This design comes from an exercise in tuning for small area, a short achievable clock period and few clock cycles on the open sky130 flow, not from production work.
RTL that was checked went through simulation tests only; none was proved equivalent to the original.
Power figures rest on the tool's default switching activity, not on a simulated workload.

==> inputs of run R <==
// bie_cksum
module bie_cksum (
    input  wire        clk,
    input  wire        rst_n,        
    input  wire        bus_valid,
    input  wire        bus_write,
    input  wire [1:0]  bus_size,     
    input  wire [15:0] bus_addr,
    input  wire [31:0] bus_wdata,
    output reg         bus_rvalid,
    output reg  [31:0] bus_rdata,
    output reg         bus_err,
    output wire        irq
);
    localparam BUF_BYTES = 256;
    localparam BUF_WORDS = BUF_BYTES / 4;
    localparam A_ID       = 16'h0000;
    localparam A_CFG_NR   = 16'h0004;
    localparam A_CFG_RB   = 16'h0008;
    localparam A_CFG_BB   = 16'h000C;
    localparam A_CTRL     = 16'h0010;
    localparam A_STATUS   = 16'h0014;
    localparam A_CMD      = 16'h0018;
    localparam A_ARG0     = 16'h0020;
    localparam A_ARG1     = 16'h0024;
    localparam A_ARG2     = 16'h0028;
    localparam A_ARG3     = 16'h002C;
    localparam A_ARG4     = 16'h0030;
    localparam A_RESULT0  = 16'h0040;
    localparam A_RESULT1  = 16'h0044;
    localparam A_BUF      = 16'h1000;
    localparam S_IDLE  = 3'd0;
  ...
make LEC_CHECK=0 CAP_MARGIN=20 CORE_MARGIN=2 CORE_UTILIZATION=40 CTS_BUF_LIST=sky130_fd_sc_hd__clkbuf_8 SETUP_SLACK_MARGIN=5 SLEW_MARGIN=20 finish   # period 10.0 ns
run.sh (not shown) runs the stock make flow with config.mk's settings and CLKGATE_MAP_FILE= SYNTH_SCRIPT=/design/flow/synth_recipe.tcl, a recipe that flattens the netlist after the stock synthesis.
==> run Y: changes against run R <==
Settings changed: CORE_UTILIZATION 40 to 50.
==> summary of the runs <==
- Run R finished with timing, DRC and antenna clean. Run Y completed and failed the layout checks on max-capacitance violations, max-slew violations.
- Of run Y and run R, run R has the higher design area (gap about 1%, measured against run R).
- Against run R, the non-clock buffer count of run Y is lower by 35.
- Between run Y and run R, the lower clock skew is in run Y (gap 0.027 ns).
- Sequential power is about the same in run Y and run R.
- Against run R, the sequential share of layout area of run Y is higher by 0.55 points.
- Against run R, the setup slack of run Y is lower by 0.034 ns.
Testbench counts of run R, summed over its fixed seeds: cycles 8,995.
Testbench counts of run Y, summed over its fixed seeds: cycles 8,995.


==> inputs of juniper <==
Another version of the RTL of bie_cksum (not shown whole).
Settings: LEC_CHECK=0, CAP_MARGIN=20, CORE_MARGIN=2, CORE_UTILIZATION=40, SETUP_SLACK_MARGIN=5, SLEW_MARGIN=20; clock period 10.0 ns.
==> raven: changes against juniper <==
--- a/flow/design.v
+++ b/flow/design.v
@@ -29,13 +29,15 @@
     localparam A_RESULT1  = 16'h0044;
     localparam A_BUF      = 16'h1000;
     localparam S_IDLE  = 3'd0;
     localparam S_CHECK = 3'd1;    
     localparam S_PRE   = 3'd2;    
+    localparam S_PRE0  = 3'd7;    
     localparam S_RUN   = 3'd3;    
     localparam S_PRODA = 3'd4;    
     localparam S_PRODB = 3'd5;    
+    localparam S_FIN   = 3'd6;    
     localparam R_PLAIN = 3'd0;
     localparam R_LOW8  = 3'd1;    
     localparam R_EAC   = 3'd2;    
     localparam R_MIR   = 3'd3;    
     localparam R_SH8   = 3'd4;    
@@ -45,11 +47,10 @@
     reg [31:0] cmd_r;
     reg [31:0] arg0, arg1, arg2, arg3, arg4;
     reg [15:0] r0raw;
     reg [2:0]  r0fmt;
     reg [15:0] result1;
-    reg [31:0] buf_mem [0:BUF_WORDS-1];    
     reg [2:0]  state;
     wire       busy = (state != S_IDLE);
     wire       st_err     = e_ill | e_rng;
     wire [7:0] st_errcode = {5'b0, e_rng, 1'b0, st_err};
     assign irq = st_done & ctrl_ie;
@@ -83,13 +84,30 @@
             R_MIR:   result0_rd = rev16(r0raw);
             R_SH8:   result0_rd = {8'h0, r0raw[15:8]};
             default: result0_rd = r0raw;
         endcase
     end
-    reg  [5:0]  wp;                        
-    wire [5:0]  rd_widx = busy ? wp : bus_addr[7:2];
-    wire [31:0] buf_rd  = buf_mem[rd_widx];
+    reg  [5:0]  wp;
+    reg  [31:0] cur;        
+    reg  [31:0] prev;       
+    wire        buf_we = wr && is_buf && !busy;
+    wire [5:0]  rdw    = (busy || bus_write) ? wp : bus_addr[7:2];
+    wire [31:0] orc [0:BUF_WORDS];
+    assign orc[0] = 32'h0;
+    genvar gw;
+    generate
+        for (gw = 0; gw < BUF_WORDS; gw = gw + 1) begin : g_buf
+            reg [31:0] w;
+            wire hit = (bus_addr[7:2] == gw);
+            always @(posedge clk)
+                if (buf_we && hit)
+                    w <= bus_wdata;
+            wire rs = (rdw == gw);
+            assign orc[gw+1] = orc[gw] | ({32{rs}} & w);
+        end
+    endgenerate
+    wire [31:0] buf_rd = orc[BUF_WORDS];
     reg [31:0] rdata_mux;
     always @(*) begin
         case (bus_addr)
             A_ID:      rdata_mux = 32'h42490100;
             A_CFG_NR:  rdata_mux = 32'd0;
@@ -125,66 +143,69 @@
     wire wr_ctrl   = wr && (bus_addr == A_CTRL);
     wire wr_status = wr && (bus_addr == A_STATUS);
     wire soft_rst  = wr_ctrl && bus_wdata[0];
     wire dropped   = busy && (wr_cmd || wr_arg || wr_buf);
     wire issue     = !busy && wr_cmd;
-    always @(posedge clk) begin
-        if (wr_buf && !busy)
-            buf_mem[bus_addr[7:2]] <= bus_wdata;
-    end
     wire [7:0] w_opc   = bus_wdata[7:0];
     wire       w_hi0   = (bus_wdata[31:8] == 24'h0);
     wire       w_crc   = w_hi0 && (w_opc[7:2] == 6'b000100);
     wire       w_add   = w_hi0 && (w_opc[7:2] == 6'b001000);
     wire       w_lfsr  = w_hi0 && (w_opc[7:2] == 6'b001100);
     wire       w_xor   = w_hi0 && (w_opc == 8'h24);
     wire       w_par   = w_hi0 && (w_opc == 8'h25);
     wire       w_nop   = w_hi0 && (w_opc == 8'h00);
     reg f_crc, f_add, f_lfsr, f_xor, f_par, f_nop;
+    reg f_sp;                      
+    reg spec_ok;                   
     reg f_b0, f_b1;                
     reg f_dec;                     
     wire f_legal = f_crc | f_add | f_lfsr | f_xor | f_par | f_nop;
     wire f_poly  = f_crc | f_lfsr;
     wire f_w16   = f_b1;
     wire f_mir   = f_crc ? f_b0 : !f_b0;    
+    wire w_dec   = (w_opc[7:2] == 6'b001100) && !w_opc[0];    
+    wire w_mir   = w_opc[0] ^ w_opc[5];        
     function [15:0] to_dom(input [31:0] v, input mir, input w16);
         reg [15:0] z;
         begin
             z = w16 ? v[15:0] : {8'h00, v[7:0]};
             to_dom = mir ? rev16(z) : (w16 ? z : {z[7:0], 8'h00});
         end
     endfunction
-    wire [15:0] Pd = to_dom(arg2, f_mir, f_w16);
+    reg  [15:0] Pd;         
     wire [15:0] Id = to_dom(arg3, f_mir, f_w16);
     wire [15:0] Kd = to_dom(arg3, f_mir, f_w16);
     wire [15:0] Xd = to_dom(arg4, f_mir, f_w16);
     wire [7:0] a8    = arg0[7:0];
     wire [8:0] n9    = arg1[8:0];
     wire [1:0] zpad  = 2'd0 - n9[1:0];                
     wire [6:0] nchk  = (n9 + 9'd3) >> 2;               
     wire [7:0] inc0  = a8 - {6'd0, zpad};              
     wire [5:0] inc_w = inc0[7:2];
     wire [5:0] dec_w = a8[7:2] + nchk[5:0];
+    wire [5:0] start_w = w_dec ? dec_w : inc_w;
+    wire       spec_w  = spec_ok && !w_dec;
     wire [1:0] foff  = f_dec ? a8[1:0] : inc0[1:0];    
     wire       range_bad = ({1'b0, arg0} + {1'b0, arg1}) > BUF_BYTES;
     wire       n_zero    = (arg1 == 32'd0);
-    reg [31:0] prev;       
     reg [31:0] Dp;         
     reg [15:0] Ep;         
     reg [15:0] S;          
     reg [31:0] q;          
     reg [15:0] sum;
-    reg [7:0]  xacc;
     reg [6:0]  kc;         
-    wire [16:0] tp;
+    wire [15:0] Pd_d = to_dom(arg2, w_mir, w_opc[1]);    
+    wire [16:0] tp, tp_d;
     genvar gk;
     generate
         for (gk = 1; gk <= 16; gk = gk + 1) begin : g_tp
-            assign tp[gk] = Pd[16-gk];
+            assign tp[gk]   = Pd[16-gk];
+            assign tp_d[gk] = Pd_d[16-gk];
         end
     endgenerate
-    assign tp[0] = 1'b1;
+    assign tp[0]   = 1'b1;
+    assign tp_d[0] = 1'b1;
     function [15:0] newton16(input [16:0] t);
         reg [15:0] a, b;
         integer len, n, k;
         begin
             a = 16'h0001;
@@ -209,29 +230,33 @@
                     if (((n - k) % 2) == 0)
                         b[n-16] = b[n-16] ^ (t[k] & a[(n-k)/2]);
             newton_hi = b;
         end
     endfunction
+    wire        prod_a = (state == S_PRODA);
+    reg  [31:0] qe;
     reg [31:0] u, h;
     reg [15:0] Sn;
     integer i, j, r;
     always @(*) begin
         for (j = 0; j < 32; j = j + 1)
+            qe[j] = prod_a ? ((j < 16) ? Kd[15-j] : 1'b0) : q[j];
+        for (j = 0; j < 32; j = j + 1)
             u[j] = ((j < 16) ? S[15-j] : 1'b0) ^ Dp[j];
         for (j = 0; j < 32; j = j + 1) begin
-            h[j] = u[j];
+            h[j] = prod_a ? (qe[0] & u[j]) : u[j];
             for (i = 0; i < j; i = i + 1)
-                h[j] = h[j] ^ (q[j-i] & u[i]);
+                h[j] = h[j] ^ (qe[j-i] & u[i]);
         end
         for (r = 0; r < 16; r = r + 1) begin
             Sn[r] = Ep[r];
             for (j = 31 - r; j < 32; j = j + 1)
                 Sn[r] = Sn[r] ^ (h[j] & Pd[r-31+j]);
         end
     end
-    wire [31:0] lo_w = f_dec ? buf_rd : prev;
-    wire [31:0] hi_w = f_dec ? prev : buf_rd;
+    wire [31:0] lo_w = f_dec ? cur : prev;
+    wire [31:0] hi_w = f_dec ? prev : cur;
     wire [63:0] pair = {hi_w, lo_w};
     wire [31:0] fun  = pair[8*foff +: 32];             
     wire        first = (state == S_PRE);
     reg  [7:0]  rb [0:3];
     reg  [31:0] bs;                                     
@@ -258,19 +283,27 @@
                 injE = {Id[7:0], 8'h00};
         end
     end
     reg [31:0] cl;
     always @(*) begin
-        cl = 32'h0;
-        for (i = 0; i < 16; i = i + 1)
-            for (j = 0; j < 16; j = j + 1)
-                cl[i+j] = cl[i+j] ^ (Kd[i] & S[j]);
+        for (j = 0; j < 32; j = j + 1)
+            cl[j] = (j <= 30) ? h[30-j] : 1'b0;
     end
+    wire [9:0] bsum = {2'b0, Dp[7:0]} + {2'b0, Dp[15:8]} + {2'b0, Dp[23:16]} + {2'b0, Dp[31:24]};
+    wire [6:0] nsum = {3'b0, Dp[3:0]}   + {3'b0, Dp[7:4]}   + {3'b0, Dp[11:8]}  + {3'b0, Dp[15:12]} +
+                      {3'b0, Dp[19:16]} + {3'b0, Dp[23:20]} + {3'b0, Dp[27:24]} + {3'b0, Dp[31:28]};
+    wire [9:0] csum = f_b1 ? {3'h0, nsum} : bsum;
+    wire [7:0] cxor = Dp[7:0] ^ Dp[15:8] ^ Dp[23:16] ^ Dp[31:24];
+    reg  [9:0] psum;                                    
+    wire [15:0] sum_n  = f_xor ? {8'h0, sum[7:0] ^ psum[7:0]} : sum + {6'h0, psum};
     reg [31:0] Dp_n;
     reg [15:0] Ep_n;
     always @(*) begin
-        if (state == S_PRODA) begin
+        if (state == S_RUN && kc == 7'd1 && f_lfsr) begin
+            Dp_n = 32'h0;                  
+            Ep_n = 16'h0;
+        end else if (state == S_PRODA) begin
             for (j = 0; j < 32; j = j + 1)
                 Dp_n[j] = (j >= 16) ? cl[47-j] : 1'b0;
             for (r = 0; r < 16; r = r + 1)
                 Ep_n[r] = cl[r] ^ Xd[r];
         end else if (f_lfsr) begin
@@ -284,34 +317,38 @@
         end else begin
             Dp_n = raw;
             Ep_n = 16'h0;
         end
     end
-    wire [9:0] bsum = {2'b0, Dp[7:0]} + {2'b0, Dp[15:8]} + {2'b0, Dp[23:16]} + {2'b0, Dp[31:24]};
-    wire [6:0] nsum = {3'b0, Dp[3:0]}   + {3'b0, Dp[7:4]}   + {3'b0, Dp[11:8]}  + {3'b0, Dp[15:12]} +
-                      {3'b0, Dp[19:16]} + {3'b0, Dp[23:20]} + {3'b0, Dp[27:24]} + {3'b0, Dp[31:28]};
-    wire [15:0] sum_n  = sum + (f_b1 ? {9'h0, nsum} : {6'h0, bsum});
-    wire [7:0]  xacc_n = xacc ^ Dp[7:0] ^ Dp[15:8] ^ Dp[23:16] ^ Dp[31:24];
     wire [2:0] poly_fmt = f_mir ? R_MIR : (f_w16 ? R_PLAIN : R_SH8);
     always @(posedge clk) begin
-        prev <= buf_rd;
+        cur  <= buf_rd;
+        prev <= cur;
+        if (issue)
+            wp <= spec_w ? wp + 6'd1 : start_w;
+        else if (busy)
+            wp <= f_dec ? wp - 6'd1 : wp + 6'd1;
+        else
+            wp <= inc_w;
+        if (issue) begin
+            Pd      <= Pd_d;
+            q[15:0] <= newton16(tp_d);
+        end
         Dp   <= Dp_n;
         Ep   <= Ep_n;
         if (state == S_CHECK)
-            q[15:0] <= newton16(tp);
-        if (state == S_PRE)
             q[31:16] <= newton_hi(tp, q[15:0]);
-        if (state == S_PRE || state == S_PRODA)
+        if (first || state == S_PRODA)
             S <= 16'h0;
         else if (state == S_RUN || state == S_PRODB)
             S <= Sn;
-        if (state == S_PRE) begin
+        if (first) begin
             sum  <= 16'h0;
-            xacc <= 8'h0;
+            psum <= 10'h0;
         end else if (state == S_RUN) begin
             sum  <= sum_n;
-            xacc <= xacc_n;
+            psum <= f_xor ? {2'b0, cxor} : csum;
         end
     end
     always @(posedge clk) begin
         if (!rst_n || soft_rst) begin
             state      <= S_IDLE;
@@ -327,22 +364,24 @@
             arg3       <= 32'h0;
             arg4       <= 32'h0;
             r0raw      <= 16'h0;
             r0fmt      <= R_PLAIN;
             result1    <= 16'h0;
-            wp         <= 6'd0;
             kc         <= 7'd0;
             f_crc      <= 1'b0;
             f_add      <= 1'b0;
             f_lfsr     <= 1'b0;
             f_xor      <= 1'b0;
             f_par      <= 1'b0;
             f_nop      <= 1'b0;
             f_b0       <= 1'b0;
             f_b1       <= 1'b0;
             f_dec      <= 1'b0;
+            f_sp       <= 1'b0;
+            spec_ok    <= 1'b0;
         end else begin
+            spec_ok <= !busy && !(wr && (bus_addr == A_ARG0 || bus_addr == A_ARG1));
             if (wr_ctrl)
                 ctrl_ie <= bus_wdata[1];
             if (wr_status) begin
                 if (bus_wdata[1]) st_done <= 1'b0;
                 if (bus_wdata[2]) begin
@@ -374,17 +413,16 @@
                 f_xor   <= w_xor;
                 f_par   <= w_par;
                 f_nop   <= w_nop;
                 f_b0    <= w_opc[0];
                 f_b1    <= w_opc[1];
-                f_dec   <= w_lfsr && !w_opc[0];
-                wp      <= (w_lfsr && !w_opc[0]) ? dec_w : inc_w;
+                f_dec   <= w_dec;
+                f_sp    <= spec_w;
             end
             case (state)
                 S_CHECK: begin
                     kc <= nchk;
-                    wp <= f_dec ? wp - 6'd1 : wp + 6'd1;
                     if (!f_legal) begin
                         e_ill   <= 1'b1;
                         st_done <= 1'b1;
                         state   <= S_IDLE;
                     end else if (!f_nop && !f_par && range_bad) begin
@@ -406,42 +444,48 @@
                         r0fmt   <= R_PLAIN;
                         result1 <= 16'h0;
                         st_done <= 1'b1;
                         state   <= S_IDLE;
                     end else begin
-                        state   <= S_PRE;
+                        state   <= f_sp ? S_PRE : S_PRE0;
                     end
                 end
+                S_PRE0: begin
+                    state <= S_PRE;
+                end
                 S_PRE: begin
-                    wp    <= f_dec ? wp - 6'd1 : wp + 6'd1;
                     state <= S_RUN;
                 end
                 S_RUN: begin
-                    wp <= f_dec ? wp - 6'd1 : wp + 6'd1;
                     kc <= kc - 7'd1;
                     if (kc == 7'd1) begin
                         if (f_lfsr) begin
                             state <= S_PRODA;
-                        end else begin
-                            if (f_crc) begin
-                                r0raw   <= Sn;
-                                r0fmt   <= poly_fmt;
-                                result1 <= 16'h0;
-                            end else if (f_xor) begin
-                                r0raw   <= {8'h0, xacc_n};
-                                r0fmt   <= R_PLAIN;
-                                result1 <= {15'h0, ^xacc_n};
-                            end else begin
-                                r0raw   <= sum_n;
-                                r0fmt   <= f_b0 ? R_EAC : R_LOW8;
-                                result1 <= sum_n;
-                            end
+                        end else if (f_crc) begin
+                            r0raw   <= Sn;
+                            r0fmt   <= poly_fmt;
+                            result1 <= 16'h0;
                             st_done <= 1'b1;
                             state   <= S_IDLE;
+                        end else begin
+                            state   <= S_FIN;
                         end
                     end
                 end
+                S_FIN: begin
+                    if (f_xor) begin
+                        r0raw   <= sum_n;
+                        r0fmt   <= R_PLAIN;
+                        result1 <= {15'h0, ^sum_n[7:0]};
+                    end else begin
+                        r0raw   <= sum_n;
+                        r0fmt   <= f_b0 ? R_EAC : R_LOW8;
+                        result1 <= sum_n;
+                    end
+                    st_done <= 1'b1;
+                    state   <= S_IDLE;
+                end
                 S_PRODA: begin
                     state <= S_PRODB;
                 end
                 S_PRODB: begin
                     r0raw   <= Sn;
==> results.txt <==
Path depth of the worst reg2reg path: raven 16; juniper 22
Largest net degree at the start of global routing: raven 156; juniper 234
Area added between synthesis and finish: raven 19.3%; juniper 20.9%
Sequential-to-total area share from yosys stat: raven 63.0%; juniper 58.4%
Post-Synthesis Net Count: raven 9357; juniper 9657
Internal reg-to-reg setup slack: raven 4.85 ns; juniper 4.22 ns
Worst r2r src: raven cmd_r[0]; juniper Dp[13]
Endpoint of the worst hold path: raven prev[6]; juniper f_add
Final period utilization: raven 51.9%; juniper 57.8%
Share of final layout cell area taken by non-clock buffers: raven 6.17%; juniper 6.49%
Fill cell instance count of the final layout: raven 24500; juniper 25600
Status: raven complete, no violations; juniper complete, no violations
Y dimension of the die: raven 538 um; juniper 554 um
Net switching fraction of the power: raven 28.3%; juniper 28.5%
Count of placed standard cells in the final layout, fillers left out: raven 13600; juniper 14100
Total number of nets in the final design: raven 9803; juniper 10200
Critical-path maximum fanout: raven 22; juniper 3
Total power draw: raven 25.8 mW; juniper 26.8 mW
Number of enable flip-flop cells after synthesis: raven 2094; juniper 2079
Length of routed met3 wiring: raven 85800 um; juniper 47800 um
Worst setup startpoint: raven bus_addr[2]; juniper Dp[13]
Via count of the first global-routing pass: raven 85100; juniper 81600
Leakage: raven 44.4 nW; juniper 48.6 nW
Data arrival at the endpoint of the critical path: raven 5.94 ns; juniper 6.55 ns
Power share of the clock group: raven 38.1%; juniper 38.2%
Testbench counts of raven, summed over its fixed seeds: cycles 8,995.
The RTL of juniper was laid out without a check of its function.

re-timing with driven ports:
The results above use ideal ports. As a check the final layouts listed here were re-extracted and re-timed, cells and wires unchanged. Step 1 sets driving cells, clkbuf_16 on the clock port and buf_2 on the other inputs (assumed; they add their load-dependent delay and slew). Step 2 times the ports against the registers' clock, not the clock port: input delays grow and output delays shrink by t, the midpoint of the rising clock arrivals with the driver on. a / b / c = ideal / step 1 / step 2; a / b = the first two.
| run | t, ns | setup slack, ns | worst data-port slew with drivers (ns) |
|---|---|---|---|
| run R | 1.125 | 4.812 / 4.800 / 3.674 | 0.15 |
| run Y | 1.208 | 4.778 / 4.806 / 3.598 | 0.18 |
| juniper | 0.980 | 4.220 / 4.220 / 3.675 | 0.17 |
| raven | 0.974 | 4.808 / 4.794 / 3.820 | 0.14 |
For run Y, which loses most, drivers alone change the setup slack by +0.028 ns; drivers and shift together by -1.180 ns.
